This is an optimization exercise on Yosys and OpenROAD, whose aim is small area, a short achievable clock period and few clock cycles, not a production implementation. Function was checked by simulation only, so behaviour that the tests miss may differ from the original. No activity file was given, so power comes from the tool's default toggle rates.

<file path="design/flow/design.v">
module novahash_core (
    input  wire        clk,
    input  wire        rst,
    input  wire        cmd_valid,
    input  wire [31:0] cmd_data,
    output reg         resp_valid,
    output reg  [3:0]  resp_code,
    input  wire [5:0]  rd_addr,
    output reg  [31:0] rd_data
);
    localparam [31:0] P1  = 32'h9E3779B1;
    localparam [31:0] P2  = 32'h85EBCA77;
    localparam [31:0] IV0 = 32'h243F6A88;
    localparam [31:0] IV1 = 32'hB7E15162;
    localparam [31:0] IV2 = 32'h9E3779B9;
    localparam [31:0] IV3 = 32'h6A09E667;
    localparam [3:0] R_OK      = 4'd0;
    localparam [3:0] R_INVLEN  = 4'd1;
    localparam [3:0] R_EMPTY   = 4'd2;
    localparam [3:0] R_ILLEGAL = 4'd3;
    localparam [3:0] R_SEQ     = 4'd4;
    localparam [3:0] R_OVF     = 4'd5;
    localparam [1:0] PH_IDLE   = 2'd0;
    localparam [1:0] PH_ABSORB = 2'd1;
    localparam [1:0] PH_DONE   = 2'd2;
    localparam [1:0] S_READY = 2'd0;    
    localparam [1:0] S_SKIP  = 2'd1;    
    localparam [1:0] S_CMP   = 2'd2;    
    localparam [1:0] S_DIV   = 2'd3;    
    reg [31:0]  h0, h1, h2, h3;
    reg [31:0]  cnt;
    reg [2:0]   m7;
    reg [1:0]   phase;
    reg [6:0]   len;
    reg [31:0]  d0, d1, d2, d3, d4, d5, d6, d7;
    reg [511:0] abuf;           
    reg [511:0] bbuf;
    reg [6:0]   alen, blen;
    reg [9:0]   minlen, nmatch;
    reg [13:0]  score;
    reg         cvalid;
    reg [3:0]   resp;
    reg [4:0]   errs;
    reg [1:0]   state;
    reg [8:0]   pa, pb;         
    reg [9:0]   n_bits;         
    reg [9:0]   k;              
    reg [9:0]   m;              
    reg [23:0]  dvd;            
    reg [10:0]  rem;
    reg [4:0]   div_i;
    wire [3:0]  op  = cmd_data[31:28];
    wire [27:0] arg = cmd_data[27:0];
    reg legal;
    always @(*) begin
        case (op)
            4'h1: legal = (arg[27:8]  == 20'd0);
            4'h2: legal = (arg[27:21] == 7'd0);
            4'h3: legal = (arg == 28'd0);
            4'h4: legal = (arg == 28'd0);
            4'h5: legal = (arg[27:8]  == 20'd0);
            4'h6: legal = (arg[27:8]  == 20'd0);
            4'h7: legal = (arg[27:1]  == 27'd0);
            4'h8: legal = (arg == 28'd0);
            4'h9: legal = (arg == 28'd0);
            default: legal = 1'b0;
        endcase
    end
    wire [7:0] length_op = cmd_data[7:0];
    wire       len_ok    = (length_op >= 8'd8) && (length_op <= 8'd64) &&
                           (length_op[2:0] == 3'd0);
    wire [20:0] cp  = cmd_data[20:0];
    wire [31:0] pos = cnt + 32'd1;
    wire [2:0]  sh  = (m7 == 3'd6) ? 3'd0 : m7 + 3'd1;
    wire [31:0] cp32 = {11'd0, cp};
    wire [7:0]  rot  = (sh == 3'd0) ? cp[7:0]
                                    : ((cp32 << sh) | (cp32 >> (4'd8 - {1'b0, sh}))) & 32'hFF;
    reg [31:0] h_seg, h_nxt;
    always @(*) begin
        case (cnt[1:0])
            2'd0: begin h_seg = h0; h_nxt = h1; end
            2'd1: begin h_seg = h1; h_nxt = h2; end
            2'd2: begin h_seg = h2; h_nxt = h3; end
            default: begin h_seg = h3; h_nxt = h0; end
        endcase
    end
    wire [31:0] t1    = h_seg + {24'd0, rot} * P1;
    wire [31:0] t2    = (h_nxt + pos) * P2;
    wire [31:0] t3    = t1 ^ t2;
    wire [31:0] h_new = {t3[2:0], t3[31:3]};
    wire [31:0] a0   = h0 + h2 + P1;
    wire [31:0] a1   = h1 + h3 + P2;
    wire [31:0] a2   = h2 + a0 * P1;
    wire [31:0] a3   = h3 + a1 * P2;
    wire [31:0] comb = a0 ^ a1 ^ a2 ^ a3;
    wire [3:0]  nblk = len[6:3];
    wire [255:0] dcat = {d0, d1, d2, d3, d4, d5, d6, d7};
    reg  [511:0] dig_img;
    integer j;
    reg [3:0] nib;
    always @(*) begin
        for (j = 0; j < 64; j = j + 1) begin
            nib = dcat[255 - 4*j -: 4];
            if (j < len)
                dig_img[511 - 8*j -: 8] = (nib < 4'd10) ? {4'h3, nib} : (8'h57 + {4'h0, nib});
            else
                dig_img[511 - 8*j -: 8] = 8'h00;
        end
    end
    wire       bit_a  = abuf[9'd511 - pa];
    wire       bit_b  = bbuf[9'd511 - pb];
    wire [9:0] bits_a = {alen, 3'b000};
    wire [9:0] bits_b = {blen, 3'b000};
    wire [9:0] lst_a  = bits_a - 10'd1;
    wire [9:0] lst_b  = bits_b - 10'd1;
    wire [8:0] last_a = lst_a[8:0];
    wire [8:0] last_b = lst_b[8:0];
    wire       skip_a = !bit_a && (pa != last_a);
    wire       skip_b = !bit_b && (pb != last_b);
    wire [9:0] la     = bits_a - {1'b0, pa};
    wire [9:0] lb     = bits_b - {1'b0, pb};
    wire [10:0] rem_sh = {rem[9:0], dvd[23]};
    reg [3:0] code;
    always @(*) begin
        code = R_OK;
        if (!legal)
            code = R_ILLEGAL;
        else begin
            case (op)
                4'h1: if (!len_ok) code = R_INVLEN;
                4'h2: if (phase != PH_ABSORB) code = R_SEQ;
                4'h3: if (phase != PH_ABSORB) code = R_SEQ;
                4'h5: if (alen == 7'd64) code = R_OVF;
                4'h6: if (blen == 7'd64) code = R_OVF;
                4'h7: if (phase != PH_DONE) code = R_SEQ;
                4'h8: if (alen == 7'd0 || blen == 7'd0) code = R_EMPTY;
                default: ;
            endcase
        end
    end
    wire ok = (code == R_OK);
    always @(posedge clk) begin
        if (rst) begin
            h0 <= 32'd0; h1 <= 32'd0; h2 <= 32'd0; h3 <= 32'd0;
            cnt <= 32'd0; m7 <= 3'd0; phase <= PH_IDLE; len <= 7'd0;
            d0 <= 32'd0; d1 <= 32'd0; d2 <= 32'd0; d3 <= 32'd0;
            d4 <= 32'd0; d5 <= 32'd0; d6 <= 32'd0; d7 <= 32'd0;
            abuf <= 512'd0; bbuf <= 512'd0; alen <= 7'd0; blen <= 7'd0;
            minlen <= 10'd0; nmatch <= 10'd0; score <= 14'd0; cvalid <= 1'b0;
            resp <= R_OK; errs <= 5'd0;
            state <= S_READY;
            pa <= 9'd0; pb <= 9'd0; n_bits <= 10'd0; k <= 10'd0; m <= 10'd0;
            dvd <= 24'd0; rem <= 11'd0; div_i <= 5'd0;
            resp_valid <= 1'b0; resp_code <= 4'd0;
        end else begin
            resp_valid <= 1'b0;
            case (state)
            S_READY: begin
                if (cmd_valid) begin
                    if (ok) begin
                        case (op)
                        4'h1: begin  
                            begin
                                h0 <= IV0; h1 <= IV1; h2 <= IV2; h3 <= IV3;
                                cnt <= 32'd0; m7 <= 3'd0; len <= length_op[6:0];
                                d0 <= 32'd0; d1 <= 32'd0; d2 <= 32'd0; d3 <= 32'd0;
                                d4 <= 32'd0; d5 <= 32'd0; d6 <= 32'd0; d7 <= 32'd0;
                                phase <= PH_ABSORB;
                            end
                        end
                        4'h2: begin  
                            begin
                                case (cnt[1:0])
                                    2'd0: h0 <= h_new;
                                    2'd1: h1 <= h_new;
                                    2'd2: h2 <= h_new;
                                    default: h3 <= h_new;
                                endcase
                                cnt <= pos;
                                m7  <= sh;
                            end
                        end
                        4'h3: begin  
                            begin
                                h0 <= a0; h1 <= a1; h2 <= a2; h3 <= a3;
                                d0 <= (nblk > 4'd0) ? comb          : 32'd0;
                                d1 <= (nblk > 4'd1) ? comb + 32'd8  : 32'd0;
                                d2 <= (nblk > 4'd2) ? comb + 32'd16 : 32'd0;
                                d3 <= (nblk > 4'd3) ? comb + 32'd24 : 32'd0;
                                d4 <= (nblk > 4'd4) ? comb + 32'd32 : 32'd0;
                                d5 <= (nblk > 4'd5) ? comb + 32'd40 : 32'd0;
                                d6 <= (nblk > 4'd6) ? comb + 32'd48 : 32'd0;
                                d7 <= (nblk > 4'd7) ? comb + 32'd56 : 32'd0;
                                phase <= PH_DONE;
                            end
                        end
                        4'h4: begin  
                            abuf <= 512'd0; bbuf <= 512'd0; alen <= 7'd0; blen <= 7'd0;
                            minlen <= 10'd0; nmatch <= 10'd0; score <= 14'd0; cvalid <= 1'b0;
                        end
                        4'h5: begin  
                            begin
                                abuf[9'd511 - {alen[5:0], 3'b000} -: 8] <= cmd_data[7:0];
                                alen <= alen + 7'd1;
                                minlen <= 10'd0; nmatch <= 10'd0; score <= 14'd0; cvalid <= 1'b0;
                            end
                        end
                        4'h6: begin  
                            begin
                                bbuf[9'd511 - {blen[5:0], 3'b000} -: 8] <= cmd_data[7:0];
                                blen <= blen + 7'd1;
                                minlen <= 10'd0; nmatch <= 10'd0; score <= 14'd0; cvalid <= 1'b0;
                            end
                        end
                        4'h7: begin  
                            begin
                                if (cmd_data[0]) begin bbuf <= dig_img; blen <= len; end
                                else             begin abuf <= dig_img; alen <= len; end
                                minlen <= 10'd0; nmatch <= 10'd0; score <= 14'd0; cvalid <= 1'b0;
                            end
                        end
                        4'h9: errs <= 5'd0;  
                        default: ;  
                        endcase
                    end
                    if (ok && op == 4'h8) begin
                        pa <= 9'd0; pb <= 9'd0;
                        state <= S_SKIP;
                    end else begin
                        resp_valid <= 1'b1;
                        resp_code  <= code;
                        resp       <= code;
                        if (!ok)
                            errs[code[2:0] - 3'd1] <= 1'b1;
                    end
                end
            end
            S_SKIP: begin
                if (skip_a) pa <= pa + 9'd1;
                if (skip_b) pb <= pb + 9'd1;
                if (!skip_a && !skip_b) begin
                    n_bits <= (la < lb) ? la : lb;
                    k <= 10'd0; m <= 10'd0;
                    state <= S_CMP;
                end
            end
            S_CMP: begin
                if (bit_a == bit_b) m <= m + 10'd1;
                pa <= pa + 9'd1;
                pb <= pb + 9'd1;
                k  <= k + 10'd1;
                if (k + 10'd1 == n_bits) begin
                    dvd   <= ((bit_a == bit_b) ? m + 10'd1 : m) * 24'd10000;
                    rem   <= 11'd0;
                    div_i <= 5'd0;
                    state <= S_DIV;
                end
            end
            S_DIV: begin
                if (rem_sh >= {1'b0, n_bits}) begin
                    rem <= rem_sh - {1'b0, n_bits};
                    dvd <= {dvd[22:0], 1'b1};
                end else begin
                    rem <= rem_sh;
                    dvd <= {dvd[22:0], 1'b0};
                end
                div_i <= div_i + 5'd1;
                if (div_i == 5'd23) begin
                    minlen  <= n_bits;
                    nmatch <= m;
                    score   <= (rem_sh >= {1'b0, n_bits}) ? {dvd[12:0], 1'b1} : {dvd[12:0], 1'b0};
                    cvalid  <= 1'b1;
                    resp    <= R_OK;
                    resp_valid <= 1'b1;
                    resp_code  <= R_OK;
                    state   <= S_READY;
                end
            end
            endcase
        end
    end
    always @(*) begin
        rd_data = 32'd0;
        case (rd_addr)
            6'h00: rd_data = {19'd0, errs, resp, 1'b0, cvalid, phase};
            6'h01: rd_data = {25'd0, len};
            6'h02: rd_data = cnt;
            6'h03: rd_data = {29'd0, m7};
            6'h04: rd_data = h0;
            6'h05: rd_data = h1;
            6'h06: rd_data = h2;
            6'h07: rd_data = h3;
            6'h08: rd_data = d0;
            6'h09: rd_data = d1;
            6'h0A: rd_data = d2;
            6'h0B: rd_data = d3;
            6'h0C: rd_data = d4;
            6'h0D: rd_data = d5;
            6'h0E: rd_data = d6;
            6'h0F: rd_data = d7;
            6'h10: rd_data = {25'd0, alen};
            6'h11: rd_data = {25'd0, blen};
            6'h12: rd_data = {22'd0, minlen};
            6'h13: rd_data = {22'd0, nmatch};
            6'h14: rd_data = {18'd0, score};
            default: begin
                if (rd_addr[5:4] == 2'b10)
                    rd_data = abuf[511 - 32*rd_addr[3:0] -: 32];
                else if (rd_addr[5:4] == 2'b11)
                    rd_data = bbuf[511 - 32*rd_addr[3:0] -: 32];
            end
        endcase
    end
endmodule
</file>
<file path="design/flow/run.sh">
#!/bin/bash
# synth_recipe.tcl (not shown) runs the flow's synth.tcl, then flattens the netlist and writes it again
# the make line also repeats each setting of config.mk as NAME=value (left out here)
make -C /OpenROAD-flow-scripts/flow DESIGN_CONFIG=/design/flow/config.mk WORK_HOME=/design/flow/orfs CLKGATE_MAP_FILE= SYNTH_SCRIPT=/design/flow/synth_recipe.tcl finish
</file>
<file path="design/flow/config.mk">
export PLATFORM = sky130hd
export DESIGN_NAME = novahash_core
export DESIGN_NICKNAME = novahash_core
export VERILOG_FILES = /design/flow/design.v
export SDC_FILE = /design/flow/constraint.sdc
export NUM_CORES = 8
export LEC_CHECK = 0
export CAP_MARGIN = 20
export CORE_MARGIN = 2
export CORE_UTILIZATION = 30
export GPL_ROUTABILITY_DRIVEN = 1
export SLEW_MARGIN = 20
</file>
<file path="design/flow/constraint.sdc">
create_clock -name core_clock -period 12.0 [get_ports {clk}]
set_input_delay 2.4000 -clock core_clock [delete_from_list [all_inputs] [get_ports {clk}]]
set_output_delay 2.4000 -clock core_clock [all_outputs]
set_load 0.01 [all_outputs]
</file>
==> run summary <==
-- flip-flops by register name, indices dropped and copies added, names as in the netlist, 14 cells and up --
name   cells
score     14
bbuf     512
dvd       24
cnt       32
d1        32
h3        32
d5        32
abuf     512
d3        32
h0        32
h2        32
d7        32
d4        32
h1        32
d0        32
d6        32
d2        32
-- cell families (layout without fill, tap and decap cells) --
group,Yosys count,after routing,share of synthesized area
buf+inv,2757,2686,0.0743
compound gates,4552,4552,0.194
simple gates,4878,4878,0.146
other cells,1,42,0.0000265
xor+xnor,772,772,0.0517
flops,1599,1599,0.226
mux,682,682,0.0989
fa+ha+maj,1865,1865,0.210
-- stage by stage --
step | instance area [sq um] | utilization | power (W)
after floorplan | 142000 | - | 0.00680
after global placement | 151000 | 0.321 | 0.00760
after detailed placement | 151000 | 0.321 | 0.00761
after CTS | 157000 | 0.335 | 0.0138
after global routing | 158000 | 0.335 | 0.0141
final | 158000 | 0.335 | 0.0139
-- synthesized netlist by cell type, types with 18 or more instances --
cell	number
nor2_1	2590
a21oi_1	2380
inv_1	1738
dfxtp_1	1599
nand2_1	1246
ha_1	1019
fa_1	845
clkbuf_1	792
mux4_2	571
xnor2_1	484
a22oi_1	477
o21ai_0	449
nand3_1	251
xor2_1	243
nor3_1	230
a211oi_1	179
buf_1	148
a21o_1	138
o21ai_1	111
nand2b_1	102
a22o_1	100
a31oi_1	97
a221oi_1	96
mux2i_1	96
a222oi_1	95
nor2b_1	83
o211ai_1	76
o21a_1	72
and3_1	62
or3_1	58
nand4_1	56
buf_2	50
o21bai_1	42
or4b_2	38
and2_1	35
o22ai_1	30
xnor3_1	27
or2_2	26
nor4_1	25
a32oi_1	22
a311oi_1	20
o31a_1	18
-- worst max-delay path, delay by kind of cell, from the launching register on --
kind / cells / cell delay [ns]
fa+ha+maj: 11 / 4.48
flops: 1 / 0.44
buf+inv: 7 / 0.68
simple gates: 7 / 2.48
xor+xnor: 5 / 2.17
compound gates: 6 / 1.25
-- final cells by class --
| class | instances | area [sq um] | area share |
|---|---|---|---|
| timing repair buffer | 588 | 5060 | 0.0321 |
| sequential | 1599 | 32000 | 0.203 |
| clock buffer | 288 | 5730 | 0.0363 |
| inverter | 1748 | 6560 | 0.0416 |
| antenna | 41 | 103 | 0.000650 |
| tap | 6223 | 7790 | 0.0494 |
| multi-input combinational | 12800 | 99700 | 0.632 |
| clock inverter | 62 | 743 | 0.00471 |
-- metal layers --
| metal | part of all wire | track usage | vias to the layer above |
|---|---|---|---|
| met5 | 0.0010 | 0.00600 | - |
| met4 | 0.099 | 0.242 | 34 |
| met3 | 0.13 | 0.108 | 2389 |
| met2 | 0.40 | 0.429 | 9594 |
| met1 | 0.37 | 0.382 | 68800 |
| li1 | - | - | 58900 |
-- worst max path at each step --
stage	from	to	slack, ns
floorplan	cnt[0]	h0[28]	1.21
global placement	h3[1]	d5[30]	0.38
detailed placement	cnt[0]	h2[28]	0.45
CTS	cnt[0]	h2[28]	0.35
global route	cnt[1]	h2[28]	0.006
finish	h3[2]	d2[23]	0.40
-- layout by cell type (no fill, tap or decap), drive strengths merged, types with 41 or more instances in the layout --
cell type,instances
nand2,1248
nor2,2592
a21o,138
a222oi,95
mux4,571
o21a,72
or3,59
a211oi,180
ha,1019
diode,41
nor2b,83
a31oi,97
inv,1748
mux2i,97
dfxtp,1599
o21bai,42
a22o,100
clkdlybuf4s50,65
xor2,249
clkbuf,288
a22oi,477
a21oi,2384
clkinv,45
nand3,251
fa,845
and3,62
nor3,236
buf,523
o211ai,76
xnor2,493
o21ai,560
a221oi,96
nand4,58
nand2b,102
-- report_power, final --
part           internal [W]  switching (W)
registers           0.00531     0.00000322
logic              0.000775        0.00150
clock network       0.00356        0.00273
==> results.tsv <==
metric	value	unit
stdcell_count	23300	
rsz0062_at_grt	no	
cpMaxStageDelayCell	xnor2_2	
cts-htree-levels	4	
cts_buffer_depth	4	
drive_above_1_share	0.0973	
synth_edf_count	0	
status	finished clean	
crit_path_end_kind	register	
cp_max_fo	9	
max_stage_delay	0.77	ns
antenna_found_initial	66	
fin_hold_ws	0.473	ns
cp_data_required_time	12.84	ns
post_cts_buffers	0	
grt_usage	0.307	
die_area	0.478	sq mm
holdCritStartpoint	abuf[120]	
pre_cts_ws	0.453	ns
coreArea	0.470	sq mm
cts_tree	built	
wl_per_cell	32.7	um
async_flop_share	0	
drt_iter0_markers	21500	
hold_path_end	abuf[120]	
drc	0	
hold_path_depth	2	
period_share	0.967	
avgSynthCellArea	8.28	sq um
slew_headroom	0.0843	
num_vias	140000	
cts.sinks	1599	
r2r_start	h3[2]	
tightest_slew	1.37	ns
ant_nets	0	
grt-ovfl-total	0	
hp-class	reg -> reg	
fin_skew	0.200	ns
fin_ws	0.400	ns
vias_per_cell	6.00	
ios	78	
yosysTopAreaCell	dfxtp_1	
ys_seq_area_frac	0.226	
area_growth_syn_to_layout	11.4	%
dp_hpwl	589000	um
placed_cells	22900	
num_rows	252	
slew_viol_final	0	
fmax	86.2	MHz
grt_max_degree	182	
final-hold-violation-count	0	
arrival	12.44	ns
path_clk_slew	0.06	ns
ys.flop_type	dfxtp_1	
ys_warn_count	1	
synthCells	17100	
gp_congestion	1.10	
cts_buffers	193	
start_util	0.301	
synth_fp_nets	19000	
peakVddDrop	0.123	mV
maxCapViolations	0	
finalSetupViolations	0	
fillers	49600	
clk_latency	1.03	ns
fin_crit	11.60	ns
power_density	88.0	mW/mm^2
port_buffers	76	
grt_pass1_vias	131000	
yosysTopAreaCellShare	0.226	
final_nets	18800	
die_h	691	um
p_leak	60.5	nW
synth_area	0.142	sq mm
synth.area.top_cells	dfxtp_1, fa_1, mux4_2, ha_1, a21oi_1	
finalSetupTns	0	ns
ys_seq_elements	1599	
reg2reg_slack	0.40	ns
holdBufCountCts	0	
rr_worst_depth	36	
ctsResizeCount	0	
cp-start-kind	register	
r2r_end	d2[23]	
grt_first_pass_wirelength	1050000	um
cts-root-buf	clkbuf_16	
crit_type	reg -> reg	
ys_types	112	
die_w	691	um
firstDrtPassIters	17	
drt_wl_total	762000	um
Testbench counts, summed over its fixed seeds: cycles 26,634.

==> port drivers added, routing unchanged <==
The flow's constraints put no driver on any port. The routed layout listed below was extracted and timed again, unchanged, in two steps. Step 1 (the two cells are an assumption about what drives the block):
set clk [get_ports {clk}]
set_driving_cell -lib_cell sky130_fd_sc_hd__clkbuf_16 $clk
set_driving_cell -lib_cell sky130_fd_sc_hd__buf_2 [delete_from_list [all_inputs] $clk]
Step 2 moves the port delays by t, midway between the first and last clock arrival at a register: inputs arrive t later, outputs are due t later. That takes back most of the time a late clock gives input paths. Three values: no drivers, after step 1, after step 2; two values: the first two.
t (ns): 1.039
setup slack, ns: 0.400 / 0.400 / 0.400
latest minus earliest clock arrival (ns): 0.200 / 0.200
worst register clock-pin slew, ns: 0.07 / 0.07
After both steps this run still meets setup and hold. The setup slack of this run moves by 0.000 ns with the drivers and by 0.000 ns with both steps.
